Background: an optimization exercise with open tools, aiming at a short achievable clock period and few clock cycles. Do not read the settings as production practice.
Only simulation tests tie the RTL to the original design; equivalence was not proved.
Power is estimated from default activity; no workload was simulated.

==> inputs of yarrow <==
==> flow/design.v (excerpt) <==
module stepper_sequencer (
    input  wire        clk,
    input  wire        rst,           
    input  wire        cmd_valid,
    output reg         cmd_ready,
    input  wire [47:0] cmd,
    output reg         rsp_valid,
    output wire [39:0] rsp,
    output reg         ser_latch,
    output reg         ser_data,
    output reg         ser_clk,
    output wire [7:0]  duty_a1,
    output wire [7:0]  duty_b1,
    output wire [7:0]  duty_a2,
    output wire [7:0]  duty_b2,
    output reg         delay_req,
    output wire [31:0] delay_ms,
    input  wire        delay_ack
);
    localparam [3:0] OP_NEW      = 4'd1;
    localparam [3:0] OP_SETSPEED = 4'd2;
    localparam [3:0] OP_ONESTEP  = 4'd3;
    localparam [3:0] OP_STEP     = 4'd4;
    localparam [3:0] OP_RELEASE  = 4'd5;
    localparam [3:0] OP_LATCHW   = 4'd6;
    localparam [2:0] ST_SINGLE     = 3'd1;
    localparam [2:0] ST_DOUBLE     = 3'd2;
    localparam [2:0] ST_INTERLEAVE = 3'd3;
    localparam [2:0] ST_MICROSTEP  = 3'd4;
    localparam [2:0] DIR_FWD = 3'd1;
    localparam [2:0] DIR_BWD = 3'd2;
    localparam [1:0] S_CONFIG = 2'd1;
    localparam [1:0] S_ARITH  = 2'd2;
    localparam [2:0] C_BAD_ENCODING    = 3'd1;
    localparam [2:0] C_BAD_PORT        = 3'd2;
    localparam [2:0] C_NOT_CONSTRUCTED = 3'd3;
    localparam [2:0] C_BAD_DIRECTION   = 3'd4;
    localparam [2:0] C_BAD_STYLE       = 3'd5;
    localparam [2:0] C_DIV_BY_ZERO     = 3'd1;
    localparam [25:0] SIXTY_MILLION = 26'd60000000;
  ...
==> flow/config.mk <==
export PLATFORM = sky130hd
export DESIGN_NAME = stepper_sequencer
export DESIGN_NICKNAME = stepper_sequencer
export VERILOG_FILES = /design/flow/design.v
export SDC_FILE = /design/flow/constraint.sdc
export NUM_CORES = 4
export LEC_CHECK = 0
export ABC_CLOCK_PERIOD_IN_PS = 5000
export CAP_MARGIN = 20
export CORE_MARGIN = 2
export CORE_UTILIZATION = 70
export PLACE_DENSITY = 0.75
export SLEW_MARGIN = 20
export SYNTH_HIERARCHICAL = 1
export SYNTH_MINIMUM_KEEP_SIZE = 0
==> flow/constraint.sdc <==
create_clock -name core_clock -period 20.0 [get_ports {clk}]
set_input_delay 4.0000 -clock core_clock [delete_from_list [all_inputs] [get_ports {clk}]]
set_output_delay 4.0000 -clock core_clock [all_outputs]
set_load 0.01 [all_outputs]
standard.sh (not shown) runs the stock make flow with config.mk's settings and CLKGATE_MAP_FILE= SYNTH_SCRIPT=/design/flow/synth_recipe.tcl, a recipe that flattens the netlist after the stock synthesis.
==> flow/flow/run.sh <==
#!/bin/bash
set -euo pipefail
bash standard.sh SETUP_SLACK_MARGIN=15 finish > standard_flow.log 2>&1
==> sierra (differences from yarrow) <==
--- a/flow/design.v
+++ b/flow/design.v
@@ -1,18 +1,18 @@
 module stepper_sequencer (
     input  wire        clk,
     input  wire        rst,           
     input  wire        cmd_valid,
-    output reg         cmd_ready,
+    output wire        cmd_ready,
     input  wire [47:0] cmd,
     output reg         rsp_valid,
     output wire [39:0] rsp,
-    output reg         ser_latch,
-    output reg         ser_data,
-    output reg         ser_clk,
+    output wire        ser_latch,
+    output wire        ser_data,
+    output wire        ser_clk,
     output wire [7:0]  duty_a1,
     output wire [7:0]  duty_b1,
     output wire [7:0]  duty_a2,
     output wire [7:0]  duty_b2,
     output reg         delay_req,
     output wire [31:0] delay_ms,
     input  wire        delay_ack
@@ -46,14 +46,16 @@
     localparam [2:0] F_PW   = 3'd5;    
     localparam [2:0] F_DL   = 3'd6;    
     localparam [2:0] F_RSP  = 3'd7;    
     localparam [1:0] T_D0 = 2'd0;      
     localparam [1:0] T_C0 = 2'd1;      
     localparam [1:0] T_L1 = 2'd3;      
     reg [2:0]  state;
+    reg        rdy, sl, sd, sc;
+    reg        rdy_n, sd_n, sc_n;
     reg [47:0] cmd_r;
     reg [7:0]  latch_word;
     reg        ctx_valid [1:2];
     reg [31:0] ctx_spr   [1:2];
     reg [5:0]  ctx_pos   [1:2];
     reg [25:0] ctx_usps  [1:2];
     reg [10:0] ctx_rem   [1:2];
@@ -241,42 +243,82 @@
     stepper_speed_div u_a (
         .clk(clk), .rst(rst),
         .start(set_start && !a_other), .cancel(new_cancel && (a_port == port_sel)),
         .spr(ctx_spr[pidx]), .rpm(f_imm),
         .busy(a_busy), .wr(a_wr), .usps(a_q)
     );
     wire a_hit = (a_busy | a_wr) && (a_port == port_sel);
-    assign duty_a1 = ctx_ocra[1];
-    assign duty_b1 = ctx_ocrb[1];
-    assign duty_a2 = ctx_ocra[2];
-    assign duty_b2 = ctx_ocrb[2];
     integer i;
+    always @(*) begin
+        rdy_n = rdy;
+        sd_n  = sd;
+        sc_n  = sc;
+        case (state)
+            F_IDLE: rdy_n = !(rdy && cmd_valid);
+            F_DEC: begin
+                if (dec_ronly) begin
+                    if (!(set_start && a_other))
+                        rdy_n = 1'b1;
+                end else if (sd)
+                    sd_n = 1'b0;
+                else if (sc)
+                    sc_n = 1'b0;
+            end
+            F_TX: begin
+                if (tx_ph == T_L1)
+                    ;
+                else if (tx_ph == T_D0 && sd)
+                    sd_n = 1'b0;
+                else if (sc)
+                    sc_n = 1'b0;
+                else if (sd != latch_word[~tx_i])
+                    sd_n = latch_word[~tx_i];
+                else
+                    sc_n = 1'b1;
+            end
+            F_RSP: rdy_n = 1'b1;
+            default: ;
+        endcase
+        if (rst) begin
+            rdy_n = 1'b1;
+            sd_n  = 1'b0;
+            sc_n  = 1'b0;
+        end
+    end
     wire do_last = (state == F_TX && tx_ph == T_L1 && (f_op == OP_LATCHW || (!ch_a && !ch_b))) ||
                    (state == F_DA && !ch_b) || (state == F_DB) || (state == F_PW);
     wire b_ready = b_done;
     wire dl_end  = (state == F_DL) && delay_ack && !extra;
     wire sl_keep = (state == F_TX && tx_ph == T_L1) ? 1'b1 :
-                   (dl_end && more) ? 1'b0 : ser_latch;
+                   (dl_end && more) ? 1'b0 : sl;
     wire rv_keep = (dl_end && !more) || (do_last && f_op != OP_STEP);
     wire sl_next, rv_next;
     stepper_cmd_check u_chk (
         .cmd(cmd), .cmd_valid(cmd_valid), .rst(rst),
-        .idle(state == F_IDLE && cmd_ready),
+        .idle(state == F_IDLE && rdy),
         .valid1(ctx_valid[1]), .valid2(ctx_valid[2]),
         .off1((ctx_pos[1] != 6'd0) && (ctx_pos[1] != 6'd16)),
         .off2((ctx_pos[2] != 6'd0) && (ctx_pos[2] != 6'd16)),
         .sl_keep(sl_keep), .rv_keep(rv_keep),
         .tx(i_tx), .sl_next(sl_next), .rv_next(rv_next)
     );
     stepper_cmd_code u_code (
         .cmd(cmd),
         .valid1(ctx_valid[1]), .valid2(ctx_valid[2]),
         .spr0_1(ctx_spr[1] == 32'd0), .spr0_2(ctx_spr[2] == 32'd0),
         .code(i_code)
     );
+    stepper_port_q u_q (
+        .clk(clk), .rst(rst),
+        .rdy_n(rdy_n), .sl_n(sl_next), .sd_n(sd_n), .sc_n(sc_n),
+        .wr_a(state == F_DA), .wr_b(state == F_DB), .p2(port_sel),
+        .new_a(new_ocra), .new_b(new_ocrb),
+        .cmd_ready(cmd_ready), .ser_latch(ser_latch), .ser_data(ser_data), .ser_clk(ser_clk),
+        .duty_a1(duty_a1), .duty_b1(duty_b1), .duty_a2(duty_a2), .duty_b2(duty_b2)
+    );
     always @(posedge clk) begin
         begin
             if (a_wr) ctx_usps[a_port ? 2 : 1] <= a_q;
             if (set_start && !a_other) a_port <= port_sel;
             if (b_pend && !a_hit) begin
                 b_pend <= 1'b0;
                 b_busy <= 1'b1;
@@ -292,39 +334,34 @@
                     b_done <= 1'b1;
                 end
             end
             rsp_code <= (state == F_IDLE) ? i_code : 5'd0;
             rsp_pos  <= (state != F_IDLE && f_op == OP_ONESTEP) ? ctx_pos[pidx] : 6'd0;
             case (state)
                 F_IDLE: begin
-                    cmd_ready <= 1'b1;
-                    if (cmd_ready)
+                    if (rdy)
                         cmd_r <= cmd;
-                    if (cmd_ready && cmd_valid) begin
-                        cmd_ready <= 1'b0;
+                    if (rdy && cmd_valid)
                         state     <= F_DEC;
-                    end
                 end
                 F_DEC: begin
                     tx_ph <= T_D0;
                     tx_i  <= 3'd0;
                     if (dec_ronly) begin
                         if (!err && f_op == OP_NEW) begin
                             ctx_valid[pidx] <= 1'b1;
                             ctx_spr[pidx]   <= f_imm;
                             ctx_pos[pidx]   <= 6'd0;
                             ctx_usps[pidx]  <= 26'd0;
                             ctx_rem[pidx]   <= 11'd0;
                         end
                         if (set_start)
                             ctx_rem[pidx]   <= 11'd0;
-                        if (!(set_start && a_other)) begin
-                            cmd_ready <= 1'b1;
+                        if (!(set_start && a_other))
                             state     <= F_IDLE;
-                        end
                     end else begin
                         case (f_op)
                             OP_ONESTEP, OP_STEP: begin
                                 ctx_pos[pidx] <= next_pos;
                                 latch_word    <= next_latch;
                                 new_ocra      <= next_ocra;
                                 new_ocrb      <= next_ocrb;
@@ -338,41 +375,35 @@
                                 new_ocra   <= 8'd0;
                                 new_ocrb   <= 8'd0;
                             end
                             default: begin   
                                 latch_word <= (latch_word & ~f_imm[15:8]) | (f_imm[7:0] & f_imm[15:8]);
                             end
                         endcase
-                        if (ser_data) begin
-                            ser_data <= 1'b0;
+                        if (sd) begin
                             tx_ph    <= T_C0;
-                        end else if (ser_clk) begin
-                            ser_clk  <= 1'b0;
+                        end else if (sc) begin
                             tx_ph    <= T_C0;
                         end
                         state <= F_TX;
                     end
                 end
                 F_TX: begin
                     if (tx_ph == T_L1) begin
                         if (f_op != OP_LATCHW && ch_a)
                             state <= F_DA;
                         else if (f_op != OP_LATCHW && ch_b)
                             state <= F_DB;
-                    end else if (tx_ph == T_D0 && ser_data) begin
-                        ser_data <= 1'b0;
+                    end else if (tx_ph == T_D0 && sd) begin
                         tx_ph    <= T_C0;
-                    end else if (ser_clk) begin
-                        ser_clk <= 1'b0;
+                    end else if (sc) begin
                         tx_ph   <= T_C0;
-                    end else if (ser_data != latch_word[~tx_i]) begin
-                        ser_data <= latch_word[~tx_i];
+                    end else if (sd != latch_word[~tx_i]) begin
                         tx_ph    <= T_C0;
                     end else begin
-                        ser_clk <= 1'b1;
                         tx_i    <= tx_i + 3'd1;
                         tx_ph   <= (tx_i == 3'd7) ? T_L1 : T_C0;
                     end
                 end
                 F_DA: begin
                     ctx_ocra[pidx] <= new_ocra;
                     if (ch_b)
@@ -395,15 +426,14 @@
                             end else begin
                                 state     <= F_RSP;
                             end
                         end
                     end
                 end
                 F_RSP: begin
-                    cmd_ready <= 1'b1;
                     state     <= F_IDLE;
                 end
                 default: state <= F_IDLE;
             endcase
             if (do_last) begin
                 if (f_op != OP_STEP) begin
                     state     <= F_RSP;
@@ -428,29 +458,29 @@
                         if (step_n != 36'd0)
                             step_n <= step_n - 36'd1;
                     end
                     state <= F_DL;
                 end
             end
         end
-        ser_latch <= sl_next;
+        sl  <= sl_next;
+        rdy <= rdy_n;
+        sd  <= sd_n;
+        sc  <= sc_n;
         rsp_valid <= rv_next;
         if (rst) begin
             state        <= F_IDLE;
-            cmd_ready    <= 1'b1;
             latch_word   <= 8'd0;
             for (i = 1; i <= 2; i = i + 1) begin
                 ctx_valid[i] <= 1'b0;
                 ctx_ocra[i]  <= 8'd0;
                 ctx_ocrb[i]  <= 8'd0;
             end
             b_pend       <= 1'b0;
             b_busy       <= 1'b0;
-            ser_data     <= 1'b0;
-            ser_clk      <= 1'b0;
             delay_req    <= 1'b0;
         end
     end
 endmodule
 module stepper_speed_div (
     input  wire        clk,
     input  wire        rst,
@@ -674,7 +704,49 @@
             code = {2'd1, 3'd5};
         else if (op == OP_SETSPEED && (spr0 || imm0))
             code = {2'd2, 3'd1};
         else
             code = 5'd0;
     end
 endmodule
+module stepper_port_q (
+    input  wire       clk,
+    input  wire       rst,
+    input  wire       rdy_n,
+    input  wire       sl_n,
+    input  wire       sd_n,
+    input  wire       sc_n,
+    input  wire       wr_a,
+    input  wire       wr_b,
+    input  wire       p2,
+    input  wire [7:0] new_a,
+    input  wire [7:0] new_b,
+    output reg        cmd_ready,
+    output reg        ser_latch,
+    output reg        ser_data,
+    output reg        ser_clk,
+    output reg  [7:0] duty_a1,
+    output reg  [7:0] duty_b1,
+    output reg  [7:0] duty_a2,
+    output reg  [7:0] duty_b2
+);
+    always @(posedge clk) begin
+        cmd_ready <= rdy_n;
+        ser_latch <= sl_n;
+        ser_data  <= sd_n;
+        ser_clk   <= sc_n;
+        if (wr_a) begin
+            if (p2) duty_a2 <= new_a;
+            else    duty_a1 <= new_a;
+        end
+        if (wr_b) begin
+            if (p2) duty_b2 <= new_b;
+            else    duty_b1 <= new_b;
+        end
+        if (rst) begin
+            duty_a1 <= 8'd0;
+            duty_b1 <= 8'd0;
+            duty_a2 <= 8'd0;
+            duty_b2 <= 8'd0;
+        end
+    end
+endmodule
==> nickel (differences from yarrow) <==
--- a/flow/design.v
+++ b/flow/design.v
@@ -71,14 +71,15 @@
     reg [4:0]  rsp_code;
     reg [5:0]  rsp_pos;
     assign rsp = {rsp_code, 29'd0, rsp_pos};
     reg        b_pend;          
     reg        b_busy;
     reg        b_done;
     reg [1:0]  b_cnt;
+    reg [15:0] b_num;           
     reg [9:0]  b_rem;
     reg [15:0] b_quo;
     wire        a_busy, a_wr;
     wire [25:0] a_q;
     reg         a_port;          
     wire [3:0]  f_op    = cmd_r[47:44];
     wire [2:0]  f_port  = cmd_r[43:41];
@@ -203,24 +204,15 @@
     wire dec_ronly = err || (f_op == OP_NEW) || (f_op == OP_SETSPEED) ||
                      (f_op == OP_STEP && f_imm == 32'd0 && !tail_more);
     wire ch_a = (new_ocra != ctx_ocra[pidx]);
     wire ch_b = (new_ocrb != ctx_ocrb[pidx]);
     wire [25:0] usps_p = ctx_usps[pidx];
     wire [25:0] b_us   = micro ? (usps_p >> 4) :
                          (f_style == ST_INTERLEAVE) ? (usps_p >> 1) : usps_p;
-    reg  [3:0]  b_grp;
-    always @(*) begin
-        case (b_cnt)
-            2'd0: b_grp = b_us[15:12];
-            2'd1: b_grp = b_us[11:8];
-            2'd2: b_grp = b_us[7:4];
-            default: b_grp = b_us[3:0];
-        endcase
-    end
-    wire [13:0] b_pr = {b_rem, b_grp};
+    wire [13:0] b_pr = {b_rem, b_num[15:12]};
     reg  [3:0]  b_dig;
     reg  [13:0] b_nrem;
     reg  [14:0] b_df;
     integer k;
     always @(*) begin
         b_dig  = 4'd0;
         b_nrem = b_pr;
@@ -276,18 +268,20 @@
     always @(posedge clk) begin
         begin
             if (a_wr) ctx_usps[a_port ? 2 : 1] <= a_q;
             if (set_start && !a_other) a_port <= port_sel;
             if (b_pend && !a_hit) begin
                 b_pend <= 1'b0;
                 b_busy <= 1'b1;
+                b_num  <= b_us[15:0];
                 b_rem  <= b_us[25:16];
                 b_quo  <= 16'd0;
                 b_cnt  <= 2'd0;
             end else if (b_busy) begin
+                b_num <= {b_num[11:0], 4'd0};
                 b_rem <= b_nrem[9:0];
                 b_quo <= {b_quo[11:0], b_dig};
                 b_cnt <= b_cnt + 2'd1;
                 if (b_cnt == 2'd3) begin
                     b_busy <= 1'b0;
                     b_done <= 1'b1;
                 end
@@ -464,105 +458,99 @@
 );
     localparam [25:0] N = 26'd60000000;
     localparam [1:0] P_SWAP = 2'd0;
     localparam [1:0] P_MUL  = 2'd1;
     localparam [1:0] P_PREP = 2'd2;
     localparam [1:0] P_DIV  = 2'd3;
     reg [1:0]  ph;
-    reg [26:0] mc;       
-    reg        big;      
-    reg [28:0] m3;       
+    reg [39:0] mc;       
+    reg [39:0] mc3;      
     reg [12:0] mp;       
-    reg [26:0] acc;      
-    reg        ovf;      
+    reg [39:0] acc;
+    reg [26:0] rem;
+    reg [27:0] d3;
     reg [3:0]  cnt;      
+    reg        ovf;      
+    reg [25:0] nb;       
     wire        x_big   = spr > rpm;
     wire [31:0] bgo     = x_big ? spr : rpm;
     wire [31:0] sml     = x_big ? rpm : spr;
     wire        pre_ovf = (|sml[31:13]) || (|bgo[31:27]);
-    reg  [28:0] m_add;
+    reg  [39:0] m_add;
     always @(*) begin
         case (mp[1:0])
-            2'd0: m_add = 29'd0;
-            2'd1: m_add = {2'b00, mc};
-            2'd2: m_add = {1'b0, mc, 1'b0};
-            default: m_add = m3;
+            2'd0: m_add = 40'd0;
+            2'd1: m_add = mc;
+            2'd2: m_add = {mc[38:0], 1'b0};
+            default: m_add = mc3;
         endcase
     end
-    wire [29:0] m_sum = {3'b000, acc} + {1'b0, m_add};
+    wire [39:0] m_acc = acc + m_add;
     wire [12:0] m_mp  = {2'b00, mp[12:2]};
-    wire        m_ovf = ovf || ((mp[1:0] != 2'd0) && big) || (m_sum[29:27] != 3'd0);
     wire [25:0] d = acc[25:0];
     reg  [3:0]  j;
     integer t;
     always @(*) begin
         j = 4'd13;
         for (t = 12; t >= 1; t = t - 1)
             if ((N >> (2 * t)) < d) j = t;
     end
-    reg  [1:0]  nbits;
-    always @(*) begin
-        nbits = 2'd0;
-        for (t = 1; t <= 13; t = t + 1)
-            if (cnt == t) nbits = (N >> (2 * t - 2)) & 2'd3;
-    end
     wire [3:0]  c2   = cnt - 4'd1;
-    wire [27:0] sh   = {mc[25:0], nbits};
+    wire [27:0] sh   = {rem[25:0], nb[25:24]};
     wire [28:0] df1  = {1'b0, sh} - {3'b000, d};
     wire [28:0] df2  = {1'b0, sh} - {2'b00, d, 1'b0};
-    wire [28:0] df3  = {1'b0, sh} - {1'b0, m3[27:0]};
+    wire [28:0] df3  = {1'b0, sh} - {1'b0, d3};
     wire [1:0]  dig  = !df3[28] ? 2'd3 : !df2[28] ? 2'd2 : !df1[28] ? 2'd1 : 2'd0;
     wire [27:0] nrem = !df3[28] ? df3[27:0] : !df2[28] ? df2[27:0] : !df1[28] ? df1[27:0] : sh;
     always @(posedge clk) begin
         wr <= 1'b0;
         if (start) begin
             busy <= 1'b1;
             ph   <= P_SWAP;
             ovf  <= pre_ovf;
-            big  <= 1'b0;
-            mc   <= bgo[26:0];
+            mc   <= {13'd0, bgo[26:0]};
             mp   <= sml[12:0];
-            acc  <= 27'd0;
+            acc  <= 40'd0;
         end else if (busy) begin
             case (ph)
                 P_SWAP: begin
                     if (ovf) begin
                         usps <= 26'd0;
                         wr   <= 1'b1;
                         busy <= 1'b0;
                     end else begin
-                        m3 <= {2'b00, mc} + {1'b0, mc, 1'b0};
-                        ph <= P_MUL;
+                        mc3 <= mc + {mc[38:0], 1'b0};
+                        ph  <= P_MUL;
                     end
                 end
                 P_MUL: begin
-                    acc <= m_sum[26:0];
-                    ovf <= m_ovf;
-                    mc  <= {mc[24:0], 2'b00};
-                    big <= big || (mc[26:25] != 2'd0);
-                    m3  <= {m3[26:0], 2'b00};
+                    acc <= m_acc;
+                    mc  <= {mc[37:0], 2'b00};
+                    mc3 <= {mc3[37:0], 2'b00};
                     mp  <= m_mp;
-                    if (m_mp == 13'd0 || m_ovf)
+                    if (m_mp == 13'd0)
                         ph <= P_PREP;
                 end
                 P_PREP: begin
-                    if (ovf || acc > {1'b0, N}) begin
+                    if (acc > {14'd0, N}) begin
                         usps <= 26'd0;
                         wr   <= 1'b1;
                         busy <= 1'b0;
                     end else begin
-                        m3   <= {2'b00, d} + {1'b0, d, 1'b0};
-                        mc   <= {1'b0, N >> (2 * j)};
+                        d3   <= {2'b00, d} + {1'b0, d, 1'b0};
+                        rem  <= {1'b0, N >> (2 * j)};
+                        nb   <= N << (26 - 2 * j);
                         cnt  <= j;
                         usps <= 26'd0;
                         ph   <= P_DIV;
                     end
                 end
                 default: begin
-                    mc   <= nrem[26:0];
+                    rem  <= nrem[26:0];
+                    nb   <= {nb[23:0], 2'b00};
                     usps <= {usps[23:0], dig};
                     cnt  <= c2;
                     if (c2 == 4'd0) begin
                         wr   <= 1'b1;
                         busy <= 1'b0;
                     end
                 end
@@ -585,39 +573,40 @@
     input  wire        off2,
     input  wire        sl_keep,
     input  wire        rv_keep,
     output wire        tx,
     output wire        sl_next,
     output wire        rv_next
 );
+    localparam [3:0] OP_ONESTEP  = 4'd3;
+    localparam [3:0] OP_STEP     = 4'd4;
+    localparam [3:0] OP_RELEASE  = 4'd5;
+    localparam [3:0] OP_LATCHW   = 4'd6;
     wire [3:0]  op    = cmd[47:44];
     wire [2:0]  port  = cmd[43:41];
     wire [2:0]  dir   = cmd[40:38];
     wire [2:0]  style = cmd[37:35];
     wire [2:0]  rsv   = cmd[34:32];
     wire [31:0] imm   = cmd[31:0];
     wire p2       = port[1];
-    wire hi0      = ~|imm[31:16];
-    wire lo0      = ~|imm[15:0];
-    wire zd       = ~|dir;
-    wire zs       = ~|style;
-    wire zr       = ~|rsv;
-    wire zp       = ~|port;
-    wire port_ok  = ~port[2] & (port[1] ^ port[0]);
-    wire dir_ok   = ~dir[2] & (dir[1] ^ dir[0]);
-    wire style_ok = (~style[2] & (style[1] | style[0])) | (style == 3'd4);
+    wire hi0      = (imm[31:16] == 16'd0);
+    wire lo0      = (imm[15:0] == 16'd0);
+    wire port_ok  = (port == 3'd1) || (port == 3'd2);
+    wire dir_ok   = (dir == 3'd1) || (dir == 3'd2);
+    wire style_ok = (style >= 3'd1) && (style <= 3'd4);
     wire valid    = p2 ? valid2 : valid1;
-    wire tail     = (style == 3'd4) & (p2 ? off2 : off1);
-    wire op3 = (op == 4'd3), op4 = (op == 4'd4), op5 = (op == 4'd5), op6 = (op == 4'd6);
-    wire pv    = port_ok & valid & zr;
-    wire mv    = pv & dir_ok & style_ok;
-    wire lw    = op6 & zp & zd & zs & zr;
-    wire t_z   = lw | (pv & op5 & zd & zs) | (mv & (op3 | (op4 & tail)));
-    wire t_lo  = lw | (mv & op4);
-    wire t_hi  = mv & op4;
+    wire tail     = (style == 3'd4) && (p2 ? off2 : off1);
+    wire z_dsr    = (dir == 3'd0) && (style == 3'd0) && (rsv == 3'd0);
+    wire pv    = port_ok && valid && (rsv == 3'd0);
+    wire mv    = pv && dir_ok && style_ok;
+    wire lw    = (op == OP_LATCHW) && (port == 3'd0) && z_dsr;
+    wire t_z   = lw || (pv && (op == OP_RELEASE) && z_dsr) ||
+                 (mv && ((op == OP_ONESTEP) || ((op == OP_STEP) && tail)));
+    wire t_lo  = lw || (mv && (op == OP_STEP));
+    wire t_hi  = mv && (op == OP_STEP);
     assign tx  = hi0 ? (lo0 ? t_z : t_lo) : t_hi;
     wire acc   = idle && cmd_valid;
     assign sl_next = !rst && sl_keep && !(acc && tx);
     assign rv_next = !rst && (rv_keep || (acc && !tx));
 endmodule
 module stepper_cmd_code (
     input  wire [47:0] cmd,
CORE_UTILIZATION = 65   (was 70)
PLACE_DENSITY = default   (was 0.75)
==> comparison <==
- In nickel the utilization is lower than in yarrow, by 4.9 points.
- Of yarrow and nickel, nickel has the higher critical path depth (gap 4).
- Cell area: yarrow < sierra < nickel.
- Clock power, highest first: nickel, sierra, yarrow.
- Setup slack: nickel < yarrow < sierra.
==> figures <==
| item | sierra | nickel | yarrow |
|---|---|---|---|
| Overall global routing resource usage | 40.8% | 34.4% | 41.6% |
| Die width | 249 microns | 268 microns | 245 microns |
| Status | no timing/DRC/antenna violations | no timing/DRC/antenna violations | no timing/DRC/antenna violations |
| Largest vdd supply drop | 0.162 mV | 0.0768 mV | 0.0697 mV |
| Portion of total power attributed to combinational logic | 42.2% | 10.8% | 17.2% |
| Maximum number of pins on one net before global-route repair | 99 | 94 | 71 |
| Synth Area in Compound Gates | 23.6% | - | 24.5% |
| Hold path startpoint | ctx_usps[2][13] | ctx_usps[2][9] | dly_ms[0] |
| Overall power consumption | 4.46 mW | 3.13 mW | 2.59 mW |
| DR WL met3 | 16100 microns | 9900 microns | 14200 microns |
| Clock power frac | 25.5% | 44.4% | 38.4% |
Testbench counts of yarrow, summed over its fixed seeds: cycles 188,959.
Testbench counts of sierra, summed over its fixed seeds: cycles 188,959.
Testbench counts of nickel, summed over its fixed seeds: cycles 188,959.

## static timing again, ports no longer ideal
The results above use ideal ports. As a check the final layouts listed here were re-extracted and re-timed, cells and wires unchanged. Step 1: set_driving_cell puts a clkbuf_16 on clk and a buf_2 on each other input, an assumption about the parent block. Step 2 times the ports against the registers' clock, not the clock port: input delays grow and output delays shrink by t, the midpoint of the rising clock arrivals with the driver on. Slacks: ideal / step 1 / step 2; pairs: ideal / step 1.
run | shift t [ns] | setup slack, ns | hold slack, ns | worst setup path at the end | worst data-port slew with drivers (ns)
yarrow | 0.705 | 14.858 / 14.793 / 14.388 | 0.453 / 0.453 / 0.453 | input to register | 0.07
sierra | 0.708 | 14.870 / 14.801 / 14.309 | 0.458 / 0.458 / 0.458 | input to register | 0.06
nickel | 0.685 | 14.846 / 14.826 / 14.186 | 0.452 / 0.452 / 0.452 | input to register | 0.06
After both steps every run listed still meets setup and hold. The setup slack of nickel, which loses most, moves by -0.020 ns with the drivers and by -0.660 ns with both steps.
